What follows belongs to an exercise in optimizing a design on an open flow for small area, a short achievable clock period and few clock cycles per item; a production flow would make more cautious choices.
Function was checked by simulation only, so behaviour that the tests miss may differ from the original.
Power is estimated from default activity; no workload was simulated.

==> design/flow/design.v <==
module fc_sat16 (
    input  wire [31:0] b,
    input  wire [1:0]  qty,
    output wire [15:0] q,
    output wire        sat,
    output wire        nan
);
    wire        s   = b[31];
    wire [7:0]  e   = b[30:23];
    wire        enz = |e;
    wire        emx = &e;
    wire        mnz = |b[22:0];
    wire        pos = (qty == 2'd0);
    wire        tqe = (qty == 2'd3);
    assign nan = emx & mnz;
    wire [23:0] mant = {enz, b[22:0]};
    wire [30:0] p1 = tqe ? ({7'd0, mant} << 4) + ({7'd0, mant} << 3) + {7'd0, mant}
                         : ({7'd0, mant} << 7) - ({7'd0, mant} << 1) - {7'd0, mant};
    wire [2:0]  pp = pos ? 3'd1 : (qty == 2'd1) ? 3'd5 : 3'd3;
    wire [8:0]  ep = {1'b0, e} + {6'd0, pp};
    wire        big_e  = ep > 9'd142;
    wire        zero_e = ep < 9'd119;
    wire [4:0]  j  = 5'd142 - ep[4:0];    
    wire [22:0] sv = p1[30:8] >> j;
    wire        big = big_e | (~zero_e & (|sv[22:20]));
    wire [19:0] t  = zero_e ? 20'd0 : sv[19:0];
    reg  [3:0]  r;
    reg  [4:0]  u0;
    reg  [5:0]  u;
    reg  [1:0]  qq;
    reg  [14:0] d9;
    integer     i;
    always @* begin
        u0     = t[18:14];
        d9[14] = (u0 >= 5'd9);
        r      = d9[14] ? u0 - 5'd9 : u0[3:0];
        for (i = 6; i >= 0; i = i - 1) begin
            u  = {r, t[2*i+1], t[2*i]};
            qq = (u >= 6'd27) ? 2'd3 : (u >= 6'd18) ? 2'd2 : (u >= 6'd9) ? 2'd1 : 2'd0;
            r  = u - qq * 6'd9;
            d9[2*i+1] = qq[1];
            d9[2*i]   = qq[0];
        end
    end
    wire [15:0] mag = pos ? {1'b0, d9} : t[15:0];
    wire        ovf = emx | big |
                      (pos ? (t >= 20'd294912) : (t[19:16] != 4'd0) | (t[15] & (~s | (t[14:0] != 15'd0))));
    assign sat = ~nan & ovf;
    assign q   = nan ? 16'd0 :
                 ovf ? (s ? {15'h4000, pos} : 16'h7FFF) :
                 (s ? (16'd0 - mag) : mag);
endmodule
module fc_descale_init (
    input  wire [15:0] qin,
    input  wire [1:0]  qty,
    output wire        s,
    output wire        zero,
    output wire [7:0]  e0,      
    output wire [6:0]  r0,      
    output wire [12:0] x0       
);
    assign s = qin[15];
    wire [15:0] a = s ? (16'd0 - qin) : qin;
    assign zero = (a == 16'd0);
    reg [3:0] lz;
    integer   i;
    always @* begin
        lz = 4'd0;
        for (i = 0; i <= 15; i = i + 1)
            if (a[i]) lz = 4'd15 - i[3:0];
    end
    wire [15:0] an = a << lz;
    wire [19:0] x9  = {4'd0, an} + {1'b0, an, 3'd0};         
    wire [19:0] x8  = {1'b0, an, 3'd0};                      
    wire [19:0] x5  = ({4'd0, an} + {2'd0, an, 2'd0}) << 1;  
    wire [19:0] xa  = (qty == 2'd0) ? x9 : (qty == 2'd3) ? x5 : x8;
    wire [3:0]  c   = (qty == 2'd0) ? 4'd1 : (qty == 2'd1) ? 4'd8 : (qty == 2'd2) ? 4'd6 : 4'd4;
    assign e0 = 8'd138 - {4'd0, lz} - {4'd0, c};
    assign r0 = xa[19:13];
    assign x0 = xa[12:0];
endmodule
module fc_descale_steps (
    input  wire [6:0]  r,
    input  wire [12:0] nb,
    output wire [12:0] qb,
    output wire [6:0]  rn
);
    reg [6:0]  rr;
    reg [7:0]  r2, u;
    reg [12:0] q;
    integer    i;
    always @* begin
        rr = r;
        for (i = 12; i >= 0; i = i - 1) begin
            r2   = {rr, nb[i]};
            u    = r2 + 8'd3;           
            q[i] = u[7];
            rr   = u[7] ? u[6:0] : r2[6:0];
        end
    end
    assign qb = q;
    assign rn = rr;
endmodule
module fc_descale_round (
    input  wire        s,
    input  wire [7:0]  e0,
    input  wire [25:0] quo,
    output wire [31:0] f
);
    wire        top   = quo[25];
    wire [23:0] sig   = top ? quo[25:2] : quo[24:1];
    wire        guard = top ? quo[1] : quo[0];
    wire [24:0] rnd   = {1'b0, sig} + {24'd0, guard};
    wire [7:0]  e     = e0 + {7'd0, top} + {7'd0, rnd[24]};
    assign f = {s, e, rnd[24] ? 23'd0 : rnd[22:0]};
endmodule
module frame_codec (
    input  wire        clk,
    input  wire        rst,
    input  wire        bus_valid,
    input  wire        bus_we,
    input  wire [7:0]  bus_addr,
    input  wire [31:0] bus_wdata,
    output wire        bus_ready,
    output reg  [31:0] bus_rdata
);
    localparam [3:0] OP_SCALE = 4'h1, OP_DESCALE = 4'h2, OP_ENC_STREAM = 4'h3,
                     OP_ENC_MODE = 4'h4, OP_ENC_REGW = 4'h5, OP_ENC_PING = 4'h6,
                     OP_DEC_STREAM = 4'h7, OP_DEC_DISC = 4'h8;
    localparam [1:0] J_NONE = 2'd0, J_A = 2'd1, J_B = 2'd2, J_POST = 2'd3;
    reg  [31:0] cmd, opa, opb, opc, pin0, pin1;
    reg  [3:0]  plen;
    reg  [15:0] saq, sbq;
    reg         sas, san, sbs, sbn;
    reg  [1:0]  job;
    reg  [3:0]  kind;
    reg  [31:0] d0, d1;
    reg  [7:0]  a8;
    reg  [2:0]  fsat, fnan;
    reg         flen8, fname, fhw, done;
    reg  [1:0]  ferr;
    reg         p_f2, p_sc;
    reg  [1:0]  ds_cnt;
    wire [5:0] ad = bus_addr[7:2];
    wire a_cmd  = (ad == 6'h00), a_opa  = (ad == 6'h01), a_opb  = (ad == 6'h02),
         a_opc  = (ad == 6'h03), a_pin0 = (ad == 6'h04), a_pin1 = (ad == 6'h05),
         a_plen = (ad == 6'h06), a_res0 = (ad == 6'h08), a_res2 = (ad == 6'h0A),
         a_pout1 = (ad == 6'h0D), a_stat = (ad == 6'h10);
    wire busy_any = p_f2 | p_sc | (ds_cnt != 2'd0);
    wire hold = bus_we ? (a_cmd & busy_any)
                       : ((a_res0 & (p_sc | (ds_cnt != 2'd0))) |
                          ((a_stat) & (p_sc | p_f2)) |
                          ((a_res2 | a_pout1) & p_f2));
    assign bus_ready = ~hold;
    wire acc_wr = bus_valid & bus_we & ~hold;
    wire        post_sc = (cmd[3:0] == OP_SCALE);
    reg  [31:0] u_b;
    reg  [1:0]  u_qty;
    always @* begin
        case (job)
            J_A:     begin u_b = opa; u_qty = 2'd0; end
            J_B:     begin u_b = opb; u_qty = 2'd1; end
            default: begin
                u_b   = post_sc ? opa : opc;
                u_qty = post_sc ? cmd[5:4] : (cmd[8] ? 2'd2 : 2'd3);
            end
        endcase
    end
    wire [15:0] uq;
    wire        us, un;
    fc_sat16 u_sat (.b(u_b), .qty(u_qty), .q(uq), .sat(us), .nan(un));
    wire [15:0] saq_n = (job == J_A) ? uq : saq;
    wire        sas_n = (job == J_A) ? us : sas;
    wire        san_n = (job == J_A) ? un : san;
    wire [15:0] sbq_n = (job == J_B) ? uq : sbq;
    wire        sbs_n = (job == J_B) ? us : sbs;
    wire        sbn_n = (job == J_B) ? un : sbn;
    wire        di_s, di_zero;
    wire [7:0]  di_e0;
    wire [6:0]  di_r0;
    wire [12:0] di_x0;
    fc_descale_init u_di (.qin(opa[15:0]), .qty(bus_wdata[5:4]), .s(di_s), .zero(di_zero),
                          .e0(di_e0), .r0(di_r0), .x0(di_x0));
    wire [12:0] ds_qb;
    wire [6:0]  ds_rn;
    fc_descale_steps u_ds (.r(d1[19:13]), .nb(ds_cnt[1] ? d1[12:0] : 13'd0), .qb(ds_qb), .rn(ds_rn));
    wire [31:0] ds_f;
    fc_descale_round u_dr (.s(d0[31]), .e0(d1[31:24]), .quo({d0[25:13], ds_qb}), .f(ds_f));
    wire [31:0] w   = bus_wdata;
    wire [3:0]  op  = w[3:0];
    wire [1:0]  qty = w[5:4];
    wire        vo  = w[6];
    wire        raw = w[7];
    wire        ft  = w[8];
    wire [7:0]  imm = w[23:16];
    wire [7:0]  mid = w[31:24];
    reg [31:0] zmask;
    always @* begin
        case (op)
            OP_SCALE, OP_DESCALE:        zmask = 32'hFFFFFFC0;
            OP_ENC_STREAM:               zmask = 32'hFFFFFE30;
            OP_ENC_MODE, OP_ENC_REGW:    zmask = 32'h0000FFF0;
            OP_ENC_PING:                 zmask = 32'h00FFFFF0;
            default:                     zmask = 32'hFFFFFFF0;
        endcase
    end
    wire illegal = (op == 4'h0) || (op > OP_DEC_DISC);
    wire rsv     = (w & zmask) != 32'd0;
    wire badlen  = ((op == OP_DEC_STREAM) || (op == OP_DEC_DISC)) && (plen > 4'd8);
    wire [1:0] err = illegal ? 2'd1 : rsv ? 2'd2 : badlen ? 2'd3 : 2'd0;
    wire name_v = (plen >= 4'd4) && (pin0[7:0] == 8'h51);
    wire hw_v   = (plen >= 4'd8);
    wire        f0_sa = ~vo & ~raw;
    wire [15:0] f0 = vo ? 16'h8000 : raw ? opa[15:0] : saq_n;
    wire [15:0] f1 = raw ? opb[15:0] : sbq_n;
    wire cmd_wr = acc_wr & a_cmd;
    always @(posedge clk) begin
        if (rst) begin
            cmd <= 32'd0; opa <= 32'd0; opb <= 32'd0; opc <= 32'd0;
            pin0 <= 32'd0; pin1 <= 32'd0; plen <= 4'd0;
            saq <= 16'd0; sas <= 1'b0; san <= 1'b0;
            sbq <= 16'd0; sbs <= 1'b0; sbn <= 1'b0;
            job <= J_NONE;
            kind <= 4'd0;
            fsat <= 3'd0; fnan <= 3'd0; flen8 <= 1'b0; fname <= 1'b0; fhw <= 1'b0;
            ferr <= 2'd0; done <= 1'b0;
            p_f2 <= 1'b0; p_sc <= 1'b0; ds_cnt <= 2'd0;
        end else begin
            if (job == J_A) begin saq <= uq; sas <= us; san <= un; end
            if (job == J_B) begin sbq <= uq; sbs <= us; sbn <= un; end
            if (p_f2) begin fsat[2] <= us; fnan[2] <= un; end
            if (p_sc) begin fsat[0] <= us; fnan[0] <= un; end
            p_f2 <= 1'b0;
            p_sc <= 1'b0;
            if (ds_cnt != 2'd0) ds_cnt <= ds_cnt - 2'd1;
            job <= J_NONE;
            if (acc_wr) begin
                case (ad)
                    6'h01: begin opa <= w; job <= J_A; end
                    6'h02: begin opb <= w; job <= J_B; end
                    6'h03: opc  <= w;
                    6'h04: pin0 <= w;
                    6'h05: pin1 <= w;
                    6'h06: plen <= w[3:0];
                    default: ;
                endcase
            end
            if (cmd_wr) begin
                cmd  <= w;
                done <= 1'b1;
                ferr <= err;
                fsat <= 3'd0; fnan <= 3'd0; flen8 <= 1'b0; fname <= 1'b0; fhw <= 1'b0;
                if (err == 2'd0) begin
                    kind <= op;
                    case (op)
                        OP_SCALE: begin
                            if (qty == 2'd0) begin
                                fsat[0] <= sas_n; fnan[0] <= san_n;
                            end else begin
                                job <= J_POST; p_sc <= 1'b1;
                            end
                        end
                        OP_DESCALE: begin
                            if (!di_zero) ds_cnt <= 2'd2;
                        end
                        OP_ENC_STREAM: begin
                            fsat[0] <= f0_sa & sas_n; fnan[0] <= f0_sa & san_n;
                            fsat[1] <= ~raw & sbs_n;  fnan[1] <= ~raw & sbn_n;
                            if (!raw) begin job <= J_POST; p_f2 <= 1'b1; end
                        end
                        OP_DEC_STREAM: flen8 <= (plen == 4'd8);
                        OP_DEC_DISC: begin fname <= name_v; fhw <= hw_v; end
                        default: ;
                    endcase
                end
            end
        end
    end
    always @(posedge clk) begin
        if (cmd_wr && err == 2'd0) begin
            case (op)
                OP_SCALE:      d0[15:0] <= saq_n;
                OP_DESCALE:    begin
                    d0[31] <= di_s;
                    if (di_zero) d0 <= 32'd0;
                    d1 <= {di_e0, 4'd0, di_r0, di_x0};
                end
                OP_ENC_STREAM: begin
                    d0 <= {f1, f0};
                    d1 <= {16'h5050, opc[15:0]};
                    a8 <= ft ? 8'hAD : 8'h90;
                end
                OP_ENC_MODE:   begin d0 <= {8'h50, imm, 16'h0001}; d1 <= 32'h50505050; a8 <= mid; end
                OP_ENC_REGW:   begin d0 <= {opa[15:0], imm, 8'h0D}; d1 <= {16'h5050, opa[31:16]}; a8 <= mid; end
                OP_ENC_PING:   begin d0 <= 32'h50500011; d1 <= 32'h50505050; a8 <= mid; end
                OP_DEC_STREAM: begin d0 <= pin0; d1 <= pin1; end
                OP_DEC_DISC:   begin
                    d0 <= name_v ? {8'h00, pin0[31:8]} : 32'd0;
                    d1 <= hw_v ? pin1 : 32'd0;
                end
                default: ;
            endcase
        end else begin
            if (p_f2) d1[15:0] <= uq;
            if (p_sc) d0[15:0] <= uq;
            if (ds_cnt == 2'd2) begin d0[25:13] <= ds_qb; d1[19:13] <= ds_rn; end
            if (ds_cnt == 2'd1) d0 <= ds_f;
        end
    end
    wire k_sc  = (kind == OP_SCALE);
    wire k_ds  = (kind == OP_DESCALE);
    wire k_enc = (kind == OP_ENC_STREAM) | (kind == OP_ENC_MODE) |
                 (kind == OP_ENC_REGW) | (kind == OP_ENC_PING);
    wire k_pg  = (kind == OP_ENC_PING);
    wire k_dec = (kind == OP_DEC_STREAM);
    wire k_dc  = (kind == OP_DEC_DISC);
    wire k_sd  = (kind == OP_ENC_STREAM) | k_dec;
    wire ok    = (ferr == 2'd0);
    wire [31:0] res0 = (k_ds | k_dc) ? d0 : (k_sc | k_sd) ? {{16{d0[15]}}, d0[15:0]} : 32'd0;
    wire [31:0] res1 = k_sd ? {{16{d0[31]}}, d0[31:16]} : k_dc ? d1 : 32'd0;
    wire [31:0] res2 = k_sd ? {{16{d1[15]}}, d1[15:0]} : 32'd0;
    wire [31:0] pout0 = k_enc ? d0 : 32'd0;
    wire [31:0] pout1 = k_enc ? d1 : 32'd0;
    wire [31:0] arb  = k_enc ? {k_pg, 15'd0, k_pg, 7'd0, a8} : 32'd0;
    wire [3:0]  dlc  = k_enc ? 4'd8 : 4'd0;
    wire sent  = ok & k_sd & (d0[15:0] == 16'h8000);
    wire padok = ok & k_dec & (d1[31:16] == 16'h5050);
    wire [31:0] status = {done, 11'd0, 2'd0, ferr, 2'd0, fhw, fname, 1'b0, flen8, padok, sent,
                          1'b0, fnan, 1'b0, fsat};
    always @* begin
        case (ad)
            6'h00:   bus_rdata = cmd;
            6'h01:   bus_rdata = opa;
            6'h02:   bus_rdata = opb;
            6'h03:   bus_rdata = opc;
            6'h04:   bus_rdata = pin0;
            6'h05:   bus_rdata = pin1;
            6'h06:   bus_rdata = {28'd0, plen};
            6'h08:   bus_rdata = res0;
            6'h09:   bus_rdata = res1;
            6'h0A:   bus_rdata = res2;
            6'h0C:   bus_rdata = pout0;
            6'h0D:   bus_rdata = pout1;
            6'h0E:   bus_rdata = arb;
            6'h0F:   bus_rdata = {28'd0, dlc};
            6'h10:   bus_rdata = status;
            default: bus_rdata = 32'd0;
        endcase
    end
endmodule
==> design/flow/run.sh <==
#!/bin/bash
# synth_recipe.tcl (not shown) runs the flow's synth.tcl, then flattens the netlist and writes it again
# the make line also repeats each setting of config.mk as NAME=value (left out here)
make -C /OpenROAD-flow-scripts/flow DESIGN_CONFIG=/design/flow/config.mk WORK_HOME=/design/flow/orfs CLKGATE_MAP_FILE= SYNTH_SCRIPT=/design/flow/synth_recipe.tcl finish
==> design/flow/config.mk <==
export PLATFORM = sky130hd
export DESIGN_NAME = frame_codec
export DESIGN_NICKNAME = frame_codec
export VERILOG_FILES = /design/flow/design.v
export SDC_FILE = /design/flow/constraint.sdc
export NUM_CORES = 4
export LEC_CHECK = 0
export CAP_MARGIN = 40
export CORE_MARGIN = 2
export CORE_UTILIZATION = 30
export SLEW_MARGIN = 50
==> design/flow/constraint.sdc <==
create_clock -name core_clock -period 60.0 [get_ports {clk}]
set_input_delay 12.0000 -clock core_clock [delete_from_list [all_inputs] [get_ports {clk}]]
set_output_delay 12.0000 -clock core_clock [all_outputs]
set_load 0.01 [all_outputs]
==> results.txt <==
Run status
The run finished with no timing, DRC or antenna violations.

Die
After floorplanning, the core was divided into 124 placement rows. The die is ~340 um wide. The area of the die is between 100000 and 150000 um^2.

The region available for standard cell placement spans ~110000 um^2. 77 I/O pins were placed. Once the floorplan was initialized, standard cells occupied around 30% of the core. The die is roughly 340 um tall.

Detailed routing
The pre-antenna-repair detailed-routing pass consisted of 14 iterations. The remaining routing DRC violations is 0. The count of nets left with antenna violations once routing finished came out at 0. Detailed routing placed a total of 62290 um of wire on met2. The post-route met1 wirelength is 62740 um. For this block, the routed nets add up to between 150000 and 200000 um of wire.

The via count normalized by instance count is 6.076. After detailed routing, the average wire length per cell comes to 24.40 um. The via count is ~38000. Wire segments on met3 add up to ~17000 um in the final route.

The first routing iteration left about 5200 violations. The highest layer touched by signal routing is met5.

Finish
The area of all placed cells without fillers is between 30000 and 40000 um^2. The post-synthesis to final-layout area growth is 11.03%. The layout cell share with drive strength beyond 1 is between 8 and 9%.

The final net count is roughly 4900. After filler insertion, the fill cell instance count of the layout stands at around 12000.

Critical path
The slowest stage of the critical path is the clkdlybuf4s50_1 cell. Counting stages on the worst path, the most repeated cell is clkdlybuf4s50_1. The delay of the slowest cell on the worst path is between 0.8 and 0.9 ns. Data on the critical path arrives at its endpoint at between 15 and 20 ns. The category of the worst setup path capture point is a primary output.

Together, buffers and inverters on the worst path number 3. The dominant delay contributor by cell family on the critical path is buffers and inverters. The critical path in this run is classified as input pin to primary output. Of all nets on the critical path, the largest fanout is 16. The worst setup path is launched from an input pin.

Traced cell by cell, the critical path runs through clkdlybuf4s50_1 > nor2b_1 > nand2_1 > nor3_2 > a22oi_1 > buf_4 > nand4_1 > clkdlybuf4s50_1. The required time of the worst setup path is approximately 48 ns.

Global route
The via count of the first global-routing pass is 33830. The largest net degree at the start of global routing is 120. Summed over all layers, the global routing overflow is 0. The number of antenna violations at the first check in global routing was 21.

Global routing used about a quarter of the available tracks across all layers. The first global-routing pass estimated between 200000 and 250000 um of wire.

Logic synthesis
Yosys mapped a number of flops with a built-in enable equal to 72. Yosys attributes the largest share of cell area to dfxtp_1 (15%), nand2_1 (9.0%), a21oi_1 (7.0%), edfxtp_1 (6.3%), ha_1 (6.0%). The post-synthesis instance area is approximately 34000 um^2. The most area-hungry cell type in the Yosys netlist is dfxtp_1. During synthesis, Yosys emitted a total of 5 warnings. Of all flip-flops after synthesis, the portion carrying an async set or reset was 0%. The number of distinct standard cells referenced by the synthesized netlist is 154.

The top-area cell type share of the netlist area is 14.82%. The main flop type after synthesis is dfxtp_1. The synthesized area per cell is 7.264 um^2.

Synthesis handed over a netlist of approximately 4700 instances. The fraction of the yosys area taken by sequential cells is a little over a fifth. The post-synthesis register bit count is 326.

Clocking
The number of buffers between clock root and the deepest sink is 3. After clock tree synthesis, the flow added hold-fix buffers numbering 0. TritonCTS built the clock tree.

The number of sinks driven by the clock tree is around 330. The H-tree level count is 2. The setup fix buffers added after clock tree synthesis is 0. The post-cts repair resize count is 0. The number of CTS-inserted buffers is 39. The clock slew seen by the registers of the worst setup and hold paths is roughly 0.050 ns. The clock reaches the later pin of the worst-skew pair after roughly 0.58 ns. In this run the clock root is driven by a clkbuf_16.

STA
On the final layout, the worst clock skew is 0.01830 ns. Setup repair after global routing left no endpoint under its margin. Headroom to the max-slew limit came out at between 40 and 50%. The number of hold-slack violations in the final timing report came to 0. The transition at the pin with the smallest max-transition slack is between 0.8 and 0.9 ns.

The maximum clock frequency is 36.01 MHz. The number of max-slew violations in the final report is 0. In the finished design, the share of the clock period the worst path needs comes to 46.28%. Setup violations remaining at the end of the flow were counted as 0.

Summed over all failing endpoints, the final setup total negative slack is 0 ns. For the finished layout, the period the worst path requires is roughly 28 ns.

Placed design
The congestion estimate from routability-driven global placement came to 1.057. The placed wire-length estimate is ~110000 um. In this run the tool buffered the top-level ports with 74 buffer cells.

Once placement finished, the instance area stood at 36670 um^2.

Hold path
In this run the worst hold path is classified as flip-flop to flip-flop.

Pwr
The total power density per cell area is approximately 14 nW/um^2. The static power due to leakage is about 14 nW. Across the VDD grid, the largest voltage drop is 16.96 uV.

Flow run
The number of maximum-capacitance constraint violations is 0.
[logic make-up (layout without fill, tap and decap cells)]
family                   count (synthesis)  in the layout  synth area share (%)
buffers and inverters                  485            428                 5.844
adder cells (fa/ha/maj)                195            195                 7.733
multiplexers                           117            117                 3.549
other                                    1             10               0.01093
XOR/XNOR                               187            187                 5.030
AO/OA/AOI/OAI                         1577           1577                 31.35
AND/OR/NAND/NOR                       1834           1834                 25.35
flip-flops                             326            326                 21.13
[per-layer routing]
layer / vias to the layer above / track usage [%]
met5: - / 0
met4: 8 / 12.19
met3: 386 / 6.158
met2: 2083 / 35.80
met1: 17860 / 33.50
li1: 17250 / -
[cells in the mapped netlist, drive strengths merged (66+ instances only)]
master	number
nand2	825
a21oi	488
nor2	336
o21ai	276
dfxtp	254
clkbuf	245
inv	165
ha	164
nor3	131
nand3	113
xnor2	110
mux2i	104
a21o	81
a22oi	80
buf	73
xor2	73
edfxtp	72
a211oi	66
[worst min-delay path: cells and delay by family (launching register included)]
kind | cells | cell delay (ns)
AOI/OAI and AO/OA | 1 | 0.05
DFF | 1 | 0.31
and+or+nand+nor | 1 | 0.05
[cell usage in the layout (no fill, tap or decap), types with 69 or more instances in the layout]
cell type / netlist / final
a21o_1: 79 / 79
ha_1: 164 / 162
a21oi_1: 481 / 477
xor2_1: 72 / 72
mux2i_1: 103 / 103
nor3_1: 122 / 110
clkdlybuf4s50_1: 0 / 69
nand3_1: 111 / 110
edfxtp_1: 72 / 72
dfxtp_1: 254 / 254
o21ai_0: 253 / 245
nor2_1: 328 / 313
xnor2_1: 107 / 104
inv_1: 163 / 163
a22oi_1: 77 / 77
nand2_1: 824 / 821
buf_4: 9 / 97
[through the flow]
step           std cells  hold slack, ns  util [%]  setup slack (ns)  power [mW]
2_1_floorplan       4723          0.4357         -             34.14      0.2564
3_3_place_gp        6087          0.4448     31.95             32.09      0.2733
3_5_place_dp        6105          0.4490     32.20             32.42      0.2738
4_1_cts             6173          0.4575     33.35             32.39      0.5196
5_1_grt             6179          0.4725     33.43             32.29      0.5324
6_report            6186          0.4552     33.44             32.23      0.5216
[path summary, 6_finish.rpt]
path / start / end / slack (ns) / cells past startpoint
min: cmd[20] / cmd[20] / 0.46 / 2
max reg2reg: job[0] / d0[22] / 37.46 / 93
min reg2reg: cmd[20] / cmd[20] / 0.46 / 2
max: bus_addr[5] / bus_rdata[29] / 32.23 / 8
[where the power goes]
part | internal (mW) | total (mW) | switching, mW
logic | 0.0145 | 0.0470 | 0.0325
registers | 0.224 | 0.224 | 0.000486
clock network | 0.147 | 0.250 | 0.103
[registers in the layout (all words and copies together) (netlist names), 2 cells and up]
signal  count
cmd        32
opa        32
fnan        3
d0         32
saq        16
a8          8
fsat        3
sbq        16
opc        32
pin1       32
ds_cnt      2
pin0       32
kind        4
job         2
opb        32
ferr        2
plen        4
d1         32
[cell type report]
type	count	area (um^2)	share of cell area (%)
timing repair buffer	193	1607	4.218
clock inverter	15	205.2	0.5388
antenna	8	20.02	0.05257
inverter	167	626.9	1.646
multi-input combinational	3912	25390	66.66
sequential	326	7247	19.03
tap	1512	1892	4.967
clock buffer	53	1101	2.891
Testbench counts, summed over its fixed seeds: cycles 33,195, commands 4,800.

## re-timing with driven ports
No port has a modelled driver above. Below, the same layout with a new extraction and two added sets of constraints. Step 1, drivers: a clkbuf_16 drives clk and a buf_2 each remaining input, both assumed. Step 2 adds t to the input delays and takes it off the output delays; t is the mean of the earliest and latest rising clock arrival at the registers after step 1. Input paths then give back, and output paths get back, about the clock's delay inside the block. Three values: ideal ports, drivers, drivers and shift; two values: the first two.
t, ns: 0.635
slack for setup (ns): 32.231 / 32.108 / 32.108
worst hold slack (ns): 0.455 / 0.455 / 0.455
After both steps setup and hold are still met in this run. The setup slack of this run moves by -0.123 ns with the drivers and by -0.123 ns with both steps.
